What follows belongs to an exercise in optimizing a design on an open flow for a short achievable clock period and few clock cycles; a production flow would make more cautious choices.
Where RTL was checked, it was by simulation tests only, not by an equivalence proof against the original.
Power figures rest on the tool's default switching activity, not on a simulated workload.

==> juniper <==
// lf_core
module lf_core (
    input  wire        clk,
    input  wire        rst,         
    input  wire        in_valid,
    input  wire [15:0] in_word,
    output wire        in_ready,
    output reg         out_valid,
    output reg  [2:0]  out_kind,
    output reg  [4:0]  out_addr,
    output reg  [15:0] out_data,
    output wire        busy
);
clock: 6.0 ns
lec_check: 0
abc_clock_period_in_ps: 2000
cap_margin: 20
core_margin: 2
core_utilization: 40
cts_cluster_diameter: 80
cts_cluster_size: 30
setup_slack_margin: 4.0
slew_margin: 20
run.sh (not shown) runs the stock make flow with config.mk's settings and CLKGATE_MAP_FILE= SYNTH_SCRIPT=/design/flow/synth_recipe.tcl, a recipe that flattens the netlist after the stock synthesis.
==> yarrow: changes against juniper <==
- CTS_CLUSTER_DIAMETER: 80 -> not set
- CTS_CLUSTER_SIZE: 30 -> not set
==> comparison table <==
|  | yarrow | juniper |
|---|---|---|
| Total routed wirelength | 42.3 mm | 41.7 mm |
| Count of placed standard cells in the final layout, fillers left out | 2187 | 2153 |
| Final Worst Setup Slack | 3.79 ns | 3.79 ns |
| Switching part of the total | 22.3% | 24.6% |
| Result of the run | complete, no violations | complete, no violations |
| Final standard cell area without fillers | 19700 um2 | 19000 um2 |
| Routing usage on met2 | 30.6% | 30.6% |
| Inserted Clock Buffers | 44 | 21 |
| Final clock-cell share | 7.92% | 3.93% |
| Worst-path clk slew | 0.06 ns | 0.11 ns |
| Length of routed met2 wiring | 19.6 mm | 19.5 mm |
| Maximum vdd drop | 177 uV | 190 uV |
| Layout area overhead | 16.0% | 11.9% |
| Combinational power | 0.389 mW | 0.410 mW |
Testbench counts of juniper, summed over its fixed seeds: cycles 24,037.
Testbench counts of yarrow, summed over its fixed seeds: cycles 24,037.


==> exp/pepper <==
Another version of the RTL of lf_core (not shown whole).
Settings: LEC_CHECK=0, CAP_MARGIN=20, CORE_MARGIN=2, CORE_UTILIZATION=40, SLEW_MARGIN=20; clock period 6.0 ns.
==> exp/onyx (differences from exp/pepper) <==
Settings changed: ABC_CLOCK_PERIOD_IN_PS from default to 2500, SETUP_SLACK_MARGIN from default to 3.5.
==> exp/umber (differences from exp/pepper) <==
--- a/flow/design.v
+++ b/flow/design.v
@@ -15,17 +15,17 @@
     localparam [2:0] EV_CONV   = 3'd2;
     localparam [2:0] EV_DISP   = 3'd3;
     localparam [2:0] EV_START  = 3'd4;
     localparam [2:0] EV_PAUSE  = 3'd5;
     localparam [2:0] EV_SLEEP  = 3'd6;
     localparam [2:0] EV_READ   = 3'd7;
     localparam [11:0] CUTOFF = 12'd3500;
     localparam [7:0]  THRESH = 8'd10;
-    localparam integer QD = 8;           
+    localparam integer QD = 4;           
     reg in_ready_q, busy_q;
     assign in_ready = in_ready_q;
     assign busy     = busy_q;
     wire [15:0] w = in_word;
     wire i_enc    = (w & 16'hFEFC) == 16'h1000;
     wire i_btn    = (w & 16'hFFFE) == 16'h2000;
     wire i_adc    = (w[15:12] == 4'h3);
     wire i_tobs   = (w == 16'h4000);
@@ -229,16 +229,30 @@
     reg [1:0]  cur, nxt, rc;
     reg [2:0]  acc, lp, dacc;
     reg [11:0] sample_reg;
     reg        sge;
     reg        adf;
     reg [3:0]  conv_ch;
     reg [7:0]  lost, stop;
     reg [7:0]  duty_r, duty_l;
+    function [15:0] updn_t;
+        input [15:0] c;
+        input        d;
+        integer i;
+        reg ones, zeros;
+        begin
+            ones = 1'b1; zeros = 1'b1;
+            for (i = 0; i < 16; i = i + 1) begin
+                updn_t[i] = d ? zeros : ones;
+                ones  = ones & c[i];
+                zeros = zeros & ~c[i];
+            end
+        end
+    endfunction
     wire trip_lost = (lost > THRESH);
     wire trip_stop = (stop > THRESH);
     reg [1:0] s_cur, s_nxt, s_rc;
     reg [2:0] s_acc, s_lp, s_dacc;
     always @* begin
         s_cur = cur; s_nxt = nxt; s_rc = rc;
         s_acc = acc; s_lp = lp; s_dacc = dacc;
         if (nxt != cur) begin
@@ -291,18 +305,18 @@
         if (rst) begin
             count0 <= 16'd0; count1 <= 16'd0;
             cur <= 2'd0; nxt <= 2'd0; rc <= 2'd0;
             acc <= 3'd0; lp <= 3'd0; dacc <= 3'd0;
             sample_reg <= 12'd0; sge <= 1'b0;
             adf <= 1'b0; conv_ch <= 4'd0;
             lost <= 8'd0; stop <= 8'd0; duty_r <= 8'd0; duty_l <= 8'd0;
         end else begin
-            if (c_q0) count0 <= c_q0d ? count0 - 16'd1 : count0 + 16'd1;
-            if (c_q1) count1 <= c_q1d ? count1 - 16'd1 : count1 + 16'd1;
+            if (c_q0) count0 <= count0 ^ updn_t(count0, c_q0d);
+            if (c_q1) count1 <= count1 ^ updn_t(count1, c_q1d);
             if (c_adcw) begin
                 sample_reg <= c_data[11:0];
                 sge        <= c_ge;
             end
             if (c_rearm) begin
                 adf     <= 1'b0;
                 conv_ch <= {2'd0, nxt};
             end
@@ -351,54 +365,54 @@
             r_k0 = EV_READ;   r_d0 = c_data | xrd; r_a0 = c_addr;
         end else begin
             r_k0 = EV_DISP;   r_d0 = {13'd0, dacc};
         end
     end
     wire        r_any = r_v0 | r_v1 | r_v2;
     wire [30:0] rec   = {r_v2, r_v1, r_v0, r_k0, r_a0, r_d0, nxt, lp};
     reg [30:0] qmem [0:QD-1];
-    reg [2:0]  wp, rp;
-    reg [3:0]  cnt;
+    reg [1:0] wp, rp;
+    reg [2:0]  cnt;
     reg [30:0] head;         
     wire [2:0] hv = head[30:28];
     wire [2:0] hv_rem = {hv[2] & (hv[1] | hv[0]), hv[1] & hv[0], 1'b0};
     wire       head_free = (hv_rem == 3'd0);
-    wire       q_ne = (cnt != 4'd0);
+    wire       q_ne = (cnt != 3'd0);
+    wire       q_full = cnt[2];
     wire       pop  = head_free & q_ne;
     wire       byp  = head_free & ~q_ne;
     wire       push = r_any & ~byp;
     reg [15:0] duty_d;
     always @* begin
         case (head[2:0])
             3'b001:  duty_d = {8'd0,  8'd50};
             3'b010:  duty_d = {8'd25, 8'd25};
             3'b011:  duty_d = {8'd15, 8'd35};
             3'b100:  duty_d = {8'd50, 8'd0};
             default: duty_d = {8'd35, 8'd15};
         endcase
     end
     always @(posedge clk) begin
-        if (push) qmem[wp] <= rec;
+        if (!q_full) qmem[wp] <= rec;
     end
     always @(posedge clk) begin
         if (rst) begin
-            wp <= 3'd0; rp <= 3'd0; cnt <= 4'd0;
+            wp <= 2'd0; rp <= 2'd0; cnt <= 3'd0;
             head <= 31'd0;
             out_valid <= 1'b0; out_kind <= 3'd0; out_addr <= 5'd0; out_data <= 16'd0;
             in_ready_q <= 1'b1;
             busy_q <= 1'b0;
         end else begin
-            if (push) wp <= wp + 3'd1;
-            if (pop)  rp <= rp + 3'd1;
-            cnt <= cnt + {3'd0, push} - {3'd0, pop};
+            if (push) wp <= wp + 2'd1;
+            if (pop)  rp <= rp + 2'd1;
+            cnt <= cnt + {2'd0, push} - {2'd0, pop};
             if (!head_free)  head <= {hv_rem, head[27:0]};
             else if (q_ne)   head <= qmem[rp];
-            else if (r_any)  head <= rec;
-            else             head <= 31'd0;
+            else             head <= rec;
             out_valid <= |hv;
             if (hv[0]) begin
                 out_kind <= head[27:25]; out_addr <= {1'b0, head[24:21]};
                 out_data <= head[20:5];
             end else if (hv[1]) begin
                 out_kind <= EV_CONV; out_addr <= 5'd0;
                 out_data <= {14'd0, head[4:3]};
             end else begin
Settings changed: ABC_CLOCK_PERIOD_IN_PS from default to 2000, CORE_UTILIZATION 40 to 65, SETUP_SLACK_MARGIN from default to 4.0.
==> run_results.csv <==
group,metric,value,unit
floorplan,tapCellCount,748,
pwr,peakVddDrop,0.000275,V
logic_synthesis,yosysTopAreaCellShare,0.335,
timing,max_slew.worst_pin.slew,0.986,ns
pwr,power_combinational,0.00147,W
placed_design,placed_cell_area,23500,sq um
placed_design,place.gp.congestion,0.900,
grt,grt_max_degree,77,
floorplan,initial_core_util,0.404,
pwr,internal_power,0.00637,W
timing,period_minus_slack,2.44,ns
final_layout,final_common_cell,"edfxtp_1",
status,status,"timing/DRC/antenna clean",
final_layout,clockBufferCount,71,
setup_path,cp.depth,8,
final_layout,stdcell_count,2706,
# the run above: exp/onyx

==> run_results.csv <==
group,metric,value,unit
pwr,internal_power,0.00626,W
floorplan,initial_core_util,0.404,
grt,grt_max_degree,112,
final_layout,final_common_cell,"dfxtp_1",
timing,period_minus_slack,3.37,ns
setup_path,cp.depth,6,
logic_synthesis,yosysTopAreaCellShare,0.335,
placed_design,placed_cell_area,23400,sq um
pwr,power.density,339,nW/um^2
final_layout,clockBufferCount,71,
pwr,power_combinational,0.00127,W
pwr,peakVddDrop,0.000303,V
timing,max_slew.worst_pin.slew,1.14,ns
status,status,"timing/DRC/antenna clean",
placed_design,place.gp.congestion,0.909,
final_layout,stdcell_count,2670,
floorplan,tapCellCount,748,
# the run above: exp/pepper

==> run_results.csv <==
group,metric,value,unit
status,status,"timing/DRC/antenna clean",
final_layout,n_all_inverters,40,
logic_synthesis,yosysTopAreaCellShare,0.302,
pwr,power_combinational,0.00127,W
final_layout,stdcell_count,2082,
timing,max_slew.worst_pin.slew,0.891,ns
floorplan,initial_core_util,0.661,
floorplan,tapCellCount,335,
placed_design,placed_cell_area,17900,sq um
placed_design,place.gp.congestion,0.935,
setup_path,r2r_end,"cnt[1]",
floorplan,core_area,26000,sq um
timing,period_minus_slack,2.37,ns
floorplan,ios,46,
final_layout,final_common_cell,"dfxtp_1",
# the run above: exp/umber

Testbench counts of exp/pepper, summed over its fixed seeds: cycles 24,029.
Testbench counts of exp/onyx, summed over its fixed seeds: cycles 24,029.
The RTL of exp/umber was laid out without a check of its function.

==> afterwards: timing with drivers on the ports <==
How much do the figures lean on ideal ports? The routed layouts below were timed once more, with nothing changed but the port constraints. Step 1 sets driving cells, clkbuf_16 on the clock port and buf_2 on the other inputs (assumed; they add their load-dependent delay and slew). Step 2 times the ports against the registers' clock, not the clock port: input delays grow and output delays shrink by t, the midpoint of the rising clock arrivals with the driver on. a / b / c = ideal ports / drivers / drivers and shift; a / b = the first two.
| run | t, ns | slack for setup (ns) | hold slack, ns |
|---|---|---|---|
| juniper | 0.602 | 3.793 / 3.739 / 3.542 | 0.340 / 0.340 / 0.340 |
| yarrow | 0.625 | 3.790 / 3.735 / 3.539 | 0.331 / 0.331 / 0.331 |
| exp/pepper | 0.647 | 2.635 / 2.635 / 2.575 | 0.334 / 0.334 / 0.334 |
| exp/onyx | 0.641 | 3.564 / 3.518 / 3.001 | 0.374 / 0.374 / 0.374 |
| exp/umber | 0.581 | 3.630 / 3.630 / 3.139 | 0.326 / 0.326 / 0.326 |
After both steps every run listed still meets setup and hold. The setup slack of exp/onyx, which loses most, moves by -0.046 ns with the drivers and by -0.563 ns with both steps.
